What follows belongs to an exercise in optimizing a design on an open flow for small area, a short achievable clock period and few clock cycles; a production flow would make more cautious choices. In this exercise RTL edits were held to simulation tests only and were not proved equivalent to the original. Power and IR drop assume default switching activity.

==> flow/design.v <==
module crc16_serial (
    input  wire [15:0] crc,
    input  wire [7:0]  din,
    input  wire        feed,
    output wire [15:0] nxt
);
    wire [7:0] x0 = (crc[15:8] ^ din) & {8{feed}};
    wire [7:0] x  = x0 ^ {4'h0, x0[7:4]};
    assign nxt = {crc[7:0], 8'h00} ^ {x[3:0], 12'h000} ^ {3'b000, x, 5'b00000} ^ {8'h00, x};
endmodule
module frame_encoder (
    input  wire       clk,
    input  wire       rst,
    input  wire       in_valid,
    input  wire [7:0] in_data,
    output reg        in_ready,
    output reg        tx_valid,
    output reg  [7:0] tx_data,
    output reg        tx_last,
    input  wire       tx_ready
);
    localparam [7:0] START = 8'h7E;
    localparam [7:0] ESC   = 8'h7D;
    localparam [2:0] E_START = 3'd0,
                     E_OP    = 3'd1,
                     E_LEN   = 3'd2,
                     E_PAY   = 3'd3,
                     E_CRCL  = 3'd4,
                     E_CRCH  = 3'd5;
    reg  [2:0]  state;
    reg  [7:0]  remain;      
    reg         pend;        
    reg         pb;          
    reg  [15:0] crc;
    wire [15:0] crc_nxt;
    reg         sk_valid;
    reg  [7:0]  sk_data;
    reg         sk_last;
    crc16_serial u_crc (.crc(crc), .din(in_data), .feed(body_state && !rst), .nxt(crc_nxt));
    wire body_state = (state == E_OP) || (state == E_LEN) || (state == E_PAY);
    wire room       = !sk_valid;
    wire   take     = in_valid && in_ready;
    wire res_in = (in_data[7:2]  == 6'b011111) && (in_data[1]  ^ in_data[0]);
    wire res_lo = (crc[7:2]      == 6'b011111) && (crc[1]      ^ crc[0]);
    wire res_hi = (crc[15:10]    == 6'b011111) && (crc[9]      ^ crc[8]);
    wire       crcl  = (state == E_CRCL);
    wire       crch  = (state == E_CRCH);
    wire [7:0] src   = pend                ? {6'b011111, !pb, pb} :
                       (state == E_START)  ? START :
                       crcl                ? crc[7:0] :
                       crch                ? crc[15:8] : in_data;
    wire       esc   = !pend && (crcl ? res_lo : crch ? res_hi : (body_state && res_in));
    wire [7:0] g_data  = {src[7:2], src[1] && !esc, src[0] || esc};
    wire       g_valid = pend || crcl || crch || in_valid;
    wire       g_last  = pend ? (state == E_START) : (crch && !res_hi);
    wire make = room && g_valid;
    always @(posedge clk) begin
        if (take || rst || (state == E_START) || (crch && make && !pend))
            crc <= crc_nxt;
    end
    always @(posedge clk) begin
        if (take) begin
            if (state == E_LEN) remain <= in_data;
            else                remain <= remain - 8'd1;
        end
    end
    always @(posedge clk) begin
        if (!pend)
            pb <= (state == E_CRCL) ? crc[0] : (state == E_CRCH) ? crc[8] : in_data[0];
    end
    always @(posedge clk) begin
        if (!tx_valid || tx_ready) begin
            tx_data <= sk_valid ? sk_data : g_data;
            tx_last <= sk_valid ? sk_last : g_last;
        end
        if (room) begin
            sk_data <= g_data;
            sk_last <= g_last;
        end
    end
    reg [2:0] state_n;
    reg       pend_n;
    always @(*) begin
        state_n = state;
        pend_n  = pend;
        if (make) begin
            if (pend) begin
                pend_n = 1'b0;
            end else begin
                case (state)
                E_START: state_n = E_OP;
                E_OP, E_LEN, E_PAY: begin
                    pend_n = res_in;
                    if (state == E_OP)
                        state_n = E_LEN;
                    else if (state == E_LEN)
                        state_n = (in_data == 8'd0) ? E_CRCL : E_PAY;
                    else if (remain == 8'd1)
                        state_n = E_CRCL;
                end
                E_CRCL: begin
                    pend_n  = res_lo;
                    state_n = E_CRCH;
                end
                E_CRCH: begin
                    pend_n  = res_hi;
                    state_n = E_START;
                end
                default: state_n = E_START;
                endcase
            end
        end
    end
    wire sk_valid_n = tx_valid && !tx_ready && (sk_valid || make);
    always @(posedge clk) begin
        if (rst) begin
            state    <= E_START;
            pend     <= 1'b0;
            tx_valid <= 1'b0;
            sk_valid <= 1'b0;
            in_ready <= 1'b0;
        end else begin
            state    <= state_n;
            pend     <= pend_n;
            tx_valid <= sk_valid || make || (tx_valid && !tx_ready);
            sk_valid <= sk_valid_n;
            in_ready <= !sk_valid_n && !pend_n &&
                        ((state_n == E_OP) || (state_n == E_LEN) || (state_n == E_PAY));
        end
    end
endmodule
module frame_decoder (
    input  wire       clk,
    input  wire       rst,
    input  wire       rx_valid,
    input  wire [7:0] rx_data,
    input  wire       rx_last,
    output reg        rx_ready,
    output reg        body_valid,
    output reg  [7:0] body_data,
    input  wire       body_ready,
    output reg        res_valid,
    output reg  [2:0] res_cause,
    input  wire       res_ready
);
    localparam [7:0] START = 8'h7E;
    localparam [7:0] ESC   = 8'h7D;
    localparam [2:0] C_OK     = 3'd0,
                     C_MARKER = 3'd1,
                     C_TRUNC  = 3'd2,
                     C_LENGTH = 3'd3,
                     C_CRC    = 3'd4;
    localparam [3:0] D_START = 4'd0,
                     D_OP    = 4'd1,
                     D_LEN   = 4'd2,
                     D_PAY   = 4'd3,
                     D_CRCL  = 4'd4,
                     D_CRCH  = 4'd5,
                     D_DONE  = {1'b1, C_OK},
                     D_EMARK = {1'b1, C_MARKER},
                     D_ELEN  = {1'b1, C_LENGTH},
                     D_ECRC  = {1'b1, C_CRC};
    reg  [3:0]  dph;
    reg         escf;
    reg  [7:0]  remain;      
    reg         lo_ok;       
    reg  [15:0] crc;
    wire [15:0] crc_nxt;
    reg         bs_valid;
    reg  [7:0]  bs_data;
    reg         rs_valid;
    reg  [2:0]  rs_cause;
    wire crc_feed;
    crc16_serial u_crc (.crc(crc), .din(rx_data), .feed(crc_feed), .nxt(crc_nxt));
    wire   take     = rx_valid && rx_ready;
    wire in_frame   = (dph == D_OP) || (dph == D_LEN) || (dph == D_PAY) ||
                      (dph == D_CRCL) || (dph == D_CRCH);
    wire body_ph    = (dph == D_OP) || (dph == D_LEN) || (dph == D_PAY);
    wire is_esc     = (rx_data == ESC);
    wire is_content = in_frame && (escf || !is_esc);
    wire is_body    = body_ph && (escf || !is_esc);
    wire hi_ok      = (crc[15:8] == rx_data);
    reg [3:0] dph_nxt;
    always @(*) begin
        dph_nxt = dph;
        case (dph)
        D_START: dph_nxt = (rx_data == START) ? D_OP : D_EMARK;
        D_OP:    if (is_content) dph_nxt = D_LEN;
        D_LEN:   if (is_content) dph_nxt = (rx_data == 8'd0) ? D_CRCL : D_PAY;
        D_PAY:   if (is_content && remain == 8'd1) dph_nxt = D_CRCL;
        D_CRCL:  if (is_content) dph_nxt = D_CRCH;
        D_CRCH:  if (is_content) dph_nxt = (lo_ok && hi_ok) ? D_DONE : D_ECRC;
        D_DONE:  dph_nxt = D_ELEN;
        default: ;
        endcase
    end
    wire crch_c  = (dph == D_CRCH) && is_content;
    wire good    = lo_ok && hi_ok;
    wire mark_n  = (dph == D_START) && (rx_data != START);
    wire len_n   = (dph == D_DONE) || (dph == D_ELEN);
    wire [2:0] cause_nxt;
    assign cause_nxt[2] = (dph == D_ECRC) || (crch_c && !good);
    assign cause_nxt[1] = len_n || ((dph == D_START) && !mark_n) || (in_frame && !crch_c);
    assign cause_nxt[0] = len_n || mark_n || (dph == D_EMARK);
    wire push_b = take && is_body;
    wire push_r = take && rx_last;
    wire crc_shift = rst || (take && (rx_last || (dph == D_START)));
    assign crc_feed = !rst && !rx_last && (dph != D_START);
    always @(posedge clk) begin
        if (push_b || crc_shift)
            crc <= crc_nxt;
    end
    always @(posedge clk) begin
        if (take && is_content) begin
            if (dph == D_LEN) remain <= rx_data;
            else              remain <= remain - 8'd1;
            lo_ok <= (crc[7:0] == rx_data);
        end
    end
    wire bs_valid_n = body_valid && !body_ready && (bs_valid || push_b);
    wire rs_valid_n = res_valid && !res_ready && (rs_valid || push_r);
    always @(posedge clk) begin
        if (!body_valid || body_ready) body_data <= bs_valid ? bs_data : rx_data;
        if (!bs_valid)                 bs_data   <= rx_data;
        if (!res_valid || res_ready)   res_cause <= rs_valid ? rs_cause : cause_nxt;
        if (!rs_valid)                 rs_cause  <= cause_nxt;
    end
    always @(posedge clk) begin
        if (rst) begin
            body_valid <= 1'b0;
            bs_valid   <= 1'b0;
            res_valid  <= 1'b0;
            rs_valid   <= 1'b0;
            rx_ready   <= 1'b1;
        end else begin
            body_valid <= bs_valid || push_b || (body_valid && !body_ready);
            bs_valid   <= bs_valid_n;
            res_valid  <= rs_valid || push_r || (res_valid && !res_ready);
            rs_valid   <= rs_valid_n;
            rx_ready   <= !bs_valid_n && !rs_valid_n;
        end
    end
    always @(posedge clk) begin
        if (take)
            escf <= in_frame && !escf && is_esc;
    end
    always @(posedge clk) begin
        if (rst)
            dph <= D_START;
        else if (take)
            dph <= rx_last ? D_START : dph_nxt;
    end
endmodule
module frame_codec (
    input  wire       clk,
    input  wire       rst,
    input  wire       enc_valid,
    input  wire [7:0] enc_data,
    output wire       enc_ready,
    output wire       tx_valid,
    output wire [7:0] tx_data,
    output wire       tx_last,
    input  wire       tx_ready,
    input  wire       rx_valid,
    input  wire [7:0] rx_data,
    input  wire       rx_last,
    output wire       rx_ready,
    output wire       body_valid,
    output wire [7:0] body_data,
    input  wire       body_ready,
    output wire       res_valid,
    output wire [2:0] res_cause,
    input  wire       res_ready
);
    frame_encoder u_enc (
        .clk(clk), .rst(rst),
        .in_valid(enc_valid), .in_data(enc_data), .in_ready(enc_ready),
        .tx_valid(tx_valid), .tx_data(tx_data), .tx_last(tx_last),
        .tx_ready(tx_ready)
    );
    frame_decoder u_dec (
        .clk(clk), .rst(rst),
        .rx_valid(rx_valid), .rx_data(rx_data), .rx_last(rx_last),
        .rx_ready(rx_ready),
        .body_valid(body_valid), .body_data(body_data), .body_ready(body_ready),
        .res_valid(res_valid), .res_cause(res_cause), .res_ready(res_ready)
    );
endmodule
clock: 4.0 ns
lec_check: 0
abc_area: 1
abc_clock_period_in_ps: 2000
cap_margin: 20
core_margin: 2
core_utilization: 55
setup_slack_margin: 2.35
slew_margin: 20
tns_end_percent: 0
buffer_ports_args: -buffer_cell sky130_fd_sc_hd__buf_1
cts_args: -sink_clustering_enable -repair_clock_nets -buf_list sky130_fd_sc_hd__clkbuf_8 -dont_use_dummy_load
standard.sh (not shown) runs the stock make flow with config.mk's settings and CLKGATE_MAP_FILE= SYNTH_SCRIPT=/design/flow/synth_recipe.tcl, a recipe that flattens the netlist after the stock synthesis.
==> flow/flow/run.sh <==
#!/bin/bash
# Standard ORFS layout with three changes:
#  - synthesis is the standard flow's own script, except that the ABC mapping step runs
#    flow/deep.abc (deeper AIG optimisation, area mapping) in place of
#    abc_area.script; registers are mapped before ABC and are untouched,
#  - the port buffers are inserted as small buf_1 cells (the resizer still
#    upsizes any that timing needs),
#  - clock tree synthesis with clkbuf_8 and no dummy loads.
# Each tool's log is under orfs/logs; make's output is in standard.log.
set -euo pipefail
cat >> config.mk <<'CFG'
export BUFFER_PORTS_ARGS = -buffer_cell sky130_fd_sc_hd__buf_1
export CTS_ARGS = -sink_clustering_enable -repair_clock_nets -buf_list sky130_fd_sc_hd__clkbuf_8 -dont_use_dummy_load
CFG
export MY_ABC_SCRIPT="$PWD/flow/deep.abc"
{
  cat <<'TCL'
proc abc {args} {
  set i [lsearch -exact $args -script]
  if {$i >= 0} { set args [lreplace $args [expr {$i+1}] [expr {$i+1}] $::env(MY_ABC_SCRIPT)] }
  yosys abc {*}$args
}
TCL
  cat synth_recipe.tcl
} > my_synth.tcl
sed "s|SYNTH_SCRIPT=[^ ]*synth_recipe.tcl|SYNTH_SCRIPT=$PWD/my_synth.tcl|" standard.sh > my_standard.sh
grep -q "SYNTH_SCRIPT=$PWD/my_synth.tcl" my_standard.sh
bash my_standard.sh > standard.log 2>&1
==> flow/flow/deep.abc <==
strash
&get -n
&deepsyn -T 60
&put
dch
map -B 0.9
topo
stime -c
buffer -c
upsize -c
dnsize -c
Testbench counts at the start, summed over its fixed seeds: cycles 4,443.
Then changed:
- CORE_UTILIZATION: 55 -> 40
- SETUP_SLACK_MARGIN: 2.35 -> 2.1
Outcome:
- first-iteration DRC count climbs by 6.2%
- utilization drops by 18 points
- cell count climbs by 8.2%
- global-route usage drops by 5.8 points
- clock skew stays flat
- register-to-register slack gets worse by 0.15 ns
- synthesized cell count climbs by 1.1%
Then changed:
- SETUP_SLACK_MARGIN: 2.1 -> 2.3
- TNS_END_PERCENT: 0 -> 20
The changed run passed the timing, DRC and antenna checks.
Sequential power came out higher by about 7%.
Final area grows by about 3%.
Combinational power is higher by 38%.
Worst setup slack improved by 0.12 ns.
Power went up by 12%.
Synthesized cell count fell by about 1%.
Clock skew is about the same.
Register-to-register slack gets better by 0.16 ns.
Routed wire length drops by about 4.6%.
Core utilization rises by 1.4 points.

==> what the ideal ports hide <==
How much do the figures lean on ideal ports? The routed layouts below were timed once more, with nothing changed but the port constraints.
Step 1 assumes that a clkbuf_16 drives the clock port and a buf_2 every other input.
Step 2 moves the port delays by t, midway between the first and last clock arrival at a register: inputs arrive t later, outputs are due t later. That takes back most of the time a late clock gives input paths.
Three values: no drivers, after step 1, after step 2; two values: the first two.
run | shift t [ns] | setup slack, ns | worst setup path after step 2 | slew at the worst register clock pin (ns) | worst data-port slew with drivers (ns)
the first run | 0.387 | 2.281 / 2.249 / 1.906 | input to register | 0.10 / 0.10 | 0.04
the second run | 0.410 | 2.150 / 2.158 / 1.748 | input to register | 0.11 / 0.11 | 0.04
the third run | 0.399 | 2.268 / 2.233 / 1.895 | input to register | 0.10 / 0.10 | 0.05
After both steps setup and hold are still met in every run listed. For the second run, which loses most, drivers alone change the setup slack by +0.008 ns; drivers and shift together by -0.402 ns.
